Context: an optimization exercise on an open-source flow, tuned for small area, a short achievable clock period and few clock cycles. The choices shown serve that exercise and are no tape-out recipe.
Only simulation tests tie the RTL to the original design; equivalence was not proved.
Power and IR drop assume default switching activity.

== run A ==
==> flow/design.v (excerpt) <==
module rast_geom (
    input  wire        clk,
    input  wire        rst,           
    input  wire [47:0] cmd_word,
    input  wire        cmd_valid,
    output wire        cmd_ready,
    input  wire [12:0] rd_addr,
    output wire [7:0]  rd_data
);
For scale: about 710 flip-flops.
==> flow/config.mk <==
export PLATFORM = sky130hd
export DESIGN_NAME = rast_geom
export DESIGN_NICKNAME = rast_geom
export VERILOG_FILES = /design/flow/design.v
export SDC_FILE = /design/flow/constraint.sdc
export NUM_CORES = 4
export LEC_CHECK = 0
export CAP_MARGIN = 20
export CORE_MARGIN = 2
export CORE_UTILIZATION = 60
export SLEW_MARGIN = 20
==> flow/constraint.sdc <==
create_clock -name core_clock -period 28.0 [get_ports {clk}]
set_input_delay 5.6000 -clock core_clock [delete_from_list [all_inputs] [get_ports {clk}]]
set_output_delay 5.6000 -clock core_clock [all_outputs]
set_load 0.01 [all_outputs]
standard.sh (not shown) runs the stock make flow with config.mk's settings and CLKGATE_MAP_FILE= SYNTH_SCRIPT=/design/flow/synth_recipe.tcl, a recipe that flattens the netlist after the stock synthesis.
==> flow/flow/run.sh <==
#!/bin/bash
set -euo pipefail
bash standard.sh "BUFFER_PORTS_ARGS=-buffer_cell sky130_fd_sc_hd__buf_4" SETUP_SLACK_MARGIN=15 \
  "CTS_ARGS=-sink_clustering_enable -repair_clock_nets -dont_use_dummy_load -sink_clustering_size 30 -sink_clustering_max_diameter 100" \
  finish > standard_flow.log 2>&1
Looking at the reports, run A completed the entire flow and the layout it produced met the timing, design-rule and antenna checks.
Testbench counts of run A, summed over its fixed seeds: cycles 14,297.
The following lists how run B was set up differently from run A:
==> flow/flow/run.sh <==
#!/bin/bash
# The standard layout (standard.sh, standard synthesis unchanged) with:
#  - port buffers of buf_4 instead of the default smallest buffer,
#  - timing repair asked for 15 ns of extra setup slack (the clock stays at
#    the design's period; the repair just works harder on the slow paths),
#  - a clock tree of clkbuf_8 cells over sink clusters of up to 16 flops,
#    without dummy balancing loads.
# make's output goes to standard_flow.log; ORFS keeps each step's log under
# orfs/logs/.
set -euo pipefail
bash standard.sh "BUFFER_PORTS_ARGS=-buffer_cell sky130_fd_sc_hd__buf_4" SETUP_SLACK_MARGIN=14.5 \
  "CTS_ARGS=-sink_clustering_enable -repair_clock_nets -dont_use_dummy_load -buf_list sky130_fd_sc_hd__clkbuf_8 -sink_clustering_size 16 -sink_clustering_max_diameter 60" \
  finish > standard_flow.log 2>&1
==> comparison <==
- Lower final critical delay including setup and external delays among run B and run A: run A
- Run B vs run A: total stage count of the critical path down
- From run B to run A, I/O pin count did not move at all.
- From run A to run B the numbers moved as follows: non-clock buffer count went up by 4.6%, final sum of negative setup slack flat, adder and majority cell fraction of the synthesized area shows no meaningful change, worst setup slack went down, number of global-route vias before repair level.
- Run B drops more vias than run A.
diff inputs: run B => run C
==> flow/flow/run.sh <==
#!/bin/bash
# Standard layout; ports buffered with buf_4 and timing repair asked for
# 15 ns of extra setup slack.
set -euo pipefail
bash standard.sh "BUFFER_PORTS_ARGS=-buffer_cell sky130_fd_sc_hd__buf_4" SETUP_SLACK_MARGIN=15 finish > standard_flow.log 2>&1
### Flow results
Taking run B as the reference, in run C critical path depth increased 2, number of diodes decreased 2, initial antenna violation count decreased 1.
Cell count, run B and run C, lower one = run B.
Per the comparison of run C with run B, worst endpoint data arrival time went down, global-route met3 utilization climbed 1.2 points.
Changes in run D relative to run C:
==> flow/flow/run.sh <==
#!/bin/bash
# The standard layout (standard.sh, standard synthesis unchanged) with:
#  - port buffers of buf_4 instead of the default smallest buffer,
#  - timing repair asked for 15 ns of extra setup slack (the clock stays at
#    the design's period; the repair just works harder on the slow paths),
#  - a clock tree of clkbuf_8 cells over sink clusters of up to 16 flops,
#    without dummy balancing loads.
# make's output goes to standard_flow.log; ORFS keeps each step's log under
# orfs/logs/.
set -euo pipefail
bash standard.sh "BUFFER_PORTS_ARGS=-buffer_cell sky130_fd_sc_hd__buf_4" SETUP_SLACK_MARGIN=15 \
  "CTS_ARGS=-sink_clustering_enable -repair_clock_nets -dont_use_dummy_load -buf_list sky130_fd_sc_hd__clkbuf_8 -sink_clustering_size 16 -sink_clustering_max_diameter 60" \
  finish > standard_flow.log 2>&1
--- outcome ---
- The number of antenna violations at the first check in global routing in run D was higher than what run C gave.
- [compare] base=run C new=run D: post-route standard cell area excluding fillers shrank by 0.0019 mm^2; share of cell area taken by multi-input logic gates grew by 1.9 points; sequential share of layout area grew by 1.3 points.
- Cmp run D and run C / global-route usage / higher: run C
- Post-route minimum period delta (run D − run C): favourable
- Between run C and run D, the net total in the final layout figures differ only marginally.
- When the final numbers for run D and run C were put side by side, the combinational fraction of design power turned out to be greater in run D.
- In the metrics for run D and run C, the one carrying the higher total power is run C.
#### Input delta (run E over run D)
==> flow/flow/run.sh <==
#!/bin/bash
set -euo pipefail
bash standard.sh "BUFFER_PORTS_ARGS=-buffer_cell sky130_fd_sc_hd__buf_4" SETUP_SLACK_MARGIN=15 \
  "CTS_ARGS=-sink_clustering_enable -repair_clock_nets -dont_use_dummy_load -buf_list sky130_fd_sc_hd__clkbuf_8 -sink_clustering_size 16 -sink_clustering_max_diameter 60" \
  finish > standard_flow.log 2>&1
[summary]
From run D to run E, post-route core utilization did not move at all. Run E and run D ended up with nearly the same DRC violation count after routing. Run E and run D ended up with nearly the same routed via count. Reported for run E and run D, sequential standard cell area turned out identical to the last digit. Highest fanout seen on the critical path: run D vs run E identical. In terms of total design power, run E and run D differ only marginally. Comparing run D against run E, there is no change at all in highest clock rate. Comparing run E against run D, there is no change at all in layout overhead on the synthesized area. Compared run D against run E; sequential share of power within noise.

---

rast_geom, a different RTL version from the one above (not shown whole).
For scale: ~4,900 cells after synthesis, ~700 flip-flops.
// rast_geom
module rast_geom (
    input  wire        clk,
    input  wire        rst,           
    input  wire [47:0] cmd_word,
    input  wire        cmd_valid,
    output wire        cmd_ready,
    input  wire [12:0] rd_addr,
    output wire [7:0]  rd_data
);
clock: 28.0 ns
lec_check: 0
cap_margin: 20
core_margin: 2
core_utilization: 60
slew_margin: 20
==> flow/flow/run.sh <==
#!/bin/bash
# Standard layout; ports buffered with buf_4 and timing repair asked for
# 15 ns of extra setup slack.
set -euo pipefail
bash standard.sh "BUFFER_PORTS_ARGS=-buffer_cell sky130_fd_sc_hd__buf_4" SETUP_SLACK_MARGIN=15 finish > standard_flow.log 2>&1
The starting point finished with timing, DRC and antenna clean.
Testbench counts at the start, summed over its fixed seeds: cycles 14,297.
Next try:
==> flow/flow/run.sh (replaced) <==
#!/bin/bash
# Standard layout, with timing repair asked for 15 ns of extra setup slack.
set -euo pipefail
bash standard.sh SETUP_SLACK_MARGIN=15 finish > standard_flow.log 2>&1
What happened: The new run finished with timing, DRC and antenna clean. Total power stays flat. Worst setup slack gets worse by 110 ps. Routed wire length barely changes. Via count went up by 0.63%. Die area does not change. Register-to-register slack improved by 610 ps. Synthesized cell count does not change. Cell count is about the same. Global-route usage climbs by 0.27 points.

---

## alpha
Another version of the RTL of rast_geom (not shown whole).
Size: ~4600 cells after synthesis, roughly 45000 um^2 of cells after synthesis.
==> flow/config.mk <==
export PLATFORM = sky130hd
export DESIGN_NAME = rast_geom
export DESIGN_NICKNAME = rast_geom
export VERILOG_FILES = /design/flow/design.v
export SDC_FILE = /design/flow/constraint.sdc
export NUM_CORES = 4
export LEC_CHECK = 0
export CAP_MARGIN = 20
export CORE_MARGIN = 2
export CORE_UTILIZATION = 65
export SLEW_MARGIN = 20
==> flow/constraint.sdc <==
create_clock -name core_clock -period 28.0 [get_ports {clk}]
set_input_delay 5.6000 -clock core_clock [delete_from_list [all_inputs] [get_ports {clk}]]
set_output_delay 5.6000 -clock core_clock [all_outputs]
set_load 0.01 [all_outputs]
==> flow/flow/run.sh <==
#!/bin/bash
# The standard layout (standard.sh, standard synthesis unchanged) with:
#  - port buffers of buf_4 instead of the default smallest buffer,
#  - timing repair asked for 15 ns of extra setup slack (the clock stays at
#    the design's period; the repair just works harder on the slow paths),
#  - a clock tree of clkbuf_8 cells over sink clusters of up to 16 flops,
#    without dummy balancing loads.
# make's output goes to standard_flow.log; ORFS keeps each step's log under
# orfs/logs/.
set -euo pipefail
bash standard.sh "BUFFER_PORTS_ARGS=-buffer_cell sky130_fd_sc_hd__buf_4" SETUP_SLACK_MARGIN=15 \
  "CTS_ARGS=-sink_clustering_enable -repair_clock_nets -dont_use_dummy_load -buf_list sky130_fd_sc_hd__clkbuf_8 -sink_clustering_size 16 -sink_clustering_max_diameter 60" \
  finish > standard_flow.log 2>&1
Testbench counts of alpha, summed over its fixed seeds: cycles 14,297.
## Diff of input files: beta against alpha
Settings: a change of CORE_UTILIZATION from 65 to 55.
--- outcome ---
Clock buffer count from CTS in beta is 9 higher than in alpha. Re power share of the combinational group: alpha was higher than beta. Between beta and alpha, the post-synthesis cell area does not differ in any meaningful way. Summary of beta over alpha: slack of the worst reg-to-reg path barely changed; setup slack climbed 57 ps.
The inputs of gamma differ from those of beta as listed below.
Settings: CORE_UTILIZATION changed from 55 to 60.
Notes after the runs:
- Summary of gamma over beta: sequential cell area fraction in the yosys report comparable, power density relative to cell area now smaller, final hold slack now larger, total non-filler cell area in the finished layout now larger.
- Lower worst setup margin among gamma and beta: beta
- Higher total routed wirelength among gamma and beta: beta
- Fraction of the core area covered by cells at the end of the flow | gamma above beta
- Looking at gamma and beta, the maximum frequency from static timing analysis is a wash.
- [gamma vs beta] via count normalized by instance count: higher in gamma
- Looking at capture point of the critical path, the rd_data[2] result is from beta; the rd_data[6] one comes from gamma.

separate check: timing with driven ports:
The flow's constraints put no driver on any port. The routed layouts listed below were extracted and timed again, unchanged, in two steps. Step 1 assumes that a clkbuf_16 drives the clock port and a buf_2 every other input. Step 2 moves the port delays by t, midway between the first and last clock arrival at a register: inputs arrive t later, outputs are due t later. That takes back most of the time a late clock gives input paths. Three values: no drivers, after step 1, after step 2; two values: the first two.
run | t (ns) | slack for setup (ns) | latest minus earliest clock arrival (ns) | worst slew at a driven data input, ns
run A | 0.633 | 14.580 / 14.336 / 14.336 | 0.115 / 0.115 | 0.26
run B | 0.766 | 14.476 / 14.267 / 14.065 | 0.173 / 0.173 | 0.21
run C | 0.701 | 14.545 / 14.280 / 14.280 | 0.050 / 0.050 | 0.34
run D | 0.760 | 14.556 / 14.365 / 14.365 | 0.123 / 0.123 | 0.26
run E | 0.760 | 14.556 / 14.365 / 14.365 | 0.123 / 0.123 | 0.26
the first run of note 2 | 0.708 | 14.468 / 14.299 / 14.299 | 0.029 / 0.029 | 0.24
the second run of note 2 | 0.699 | 14.354 / 14.146 / 14.146 | 0.027 / 0.027 | 0.29
alpha | 0.735 | 14.572 / 14.401 / 14.401 | 0.115 / 0.115 | 0.18
beta | 0.764 | 14.629 / 14.444 / 14.444 | 0.156 / 0.157 | 0.18
gamma | 0.752 | 14.665 / 14.465 / 14.465 | 0.153 / 0.153 | 0.20
After both steps setup and hold are still met in every run listed. For run B, which loses most, drivers alone change the setup slack by -0.209 ns; drivers and shift together by -0.411 ns.
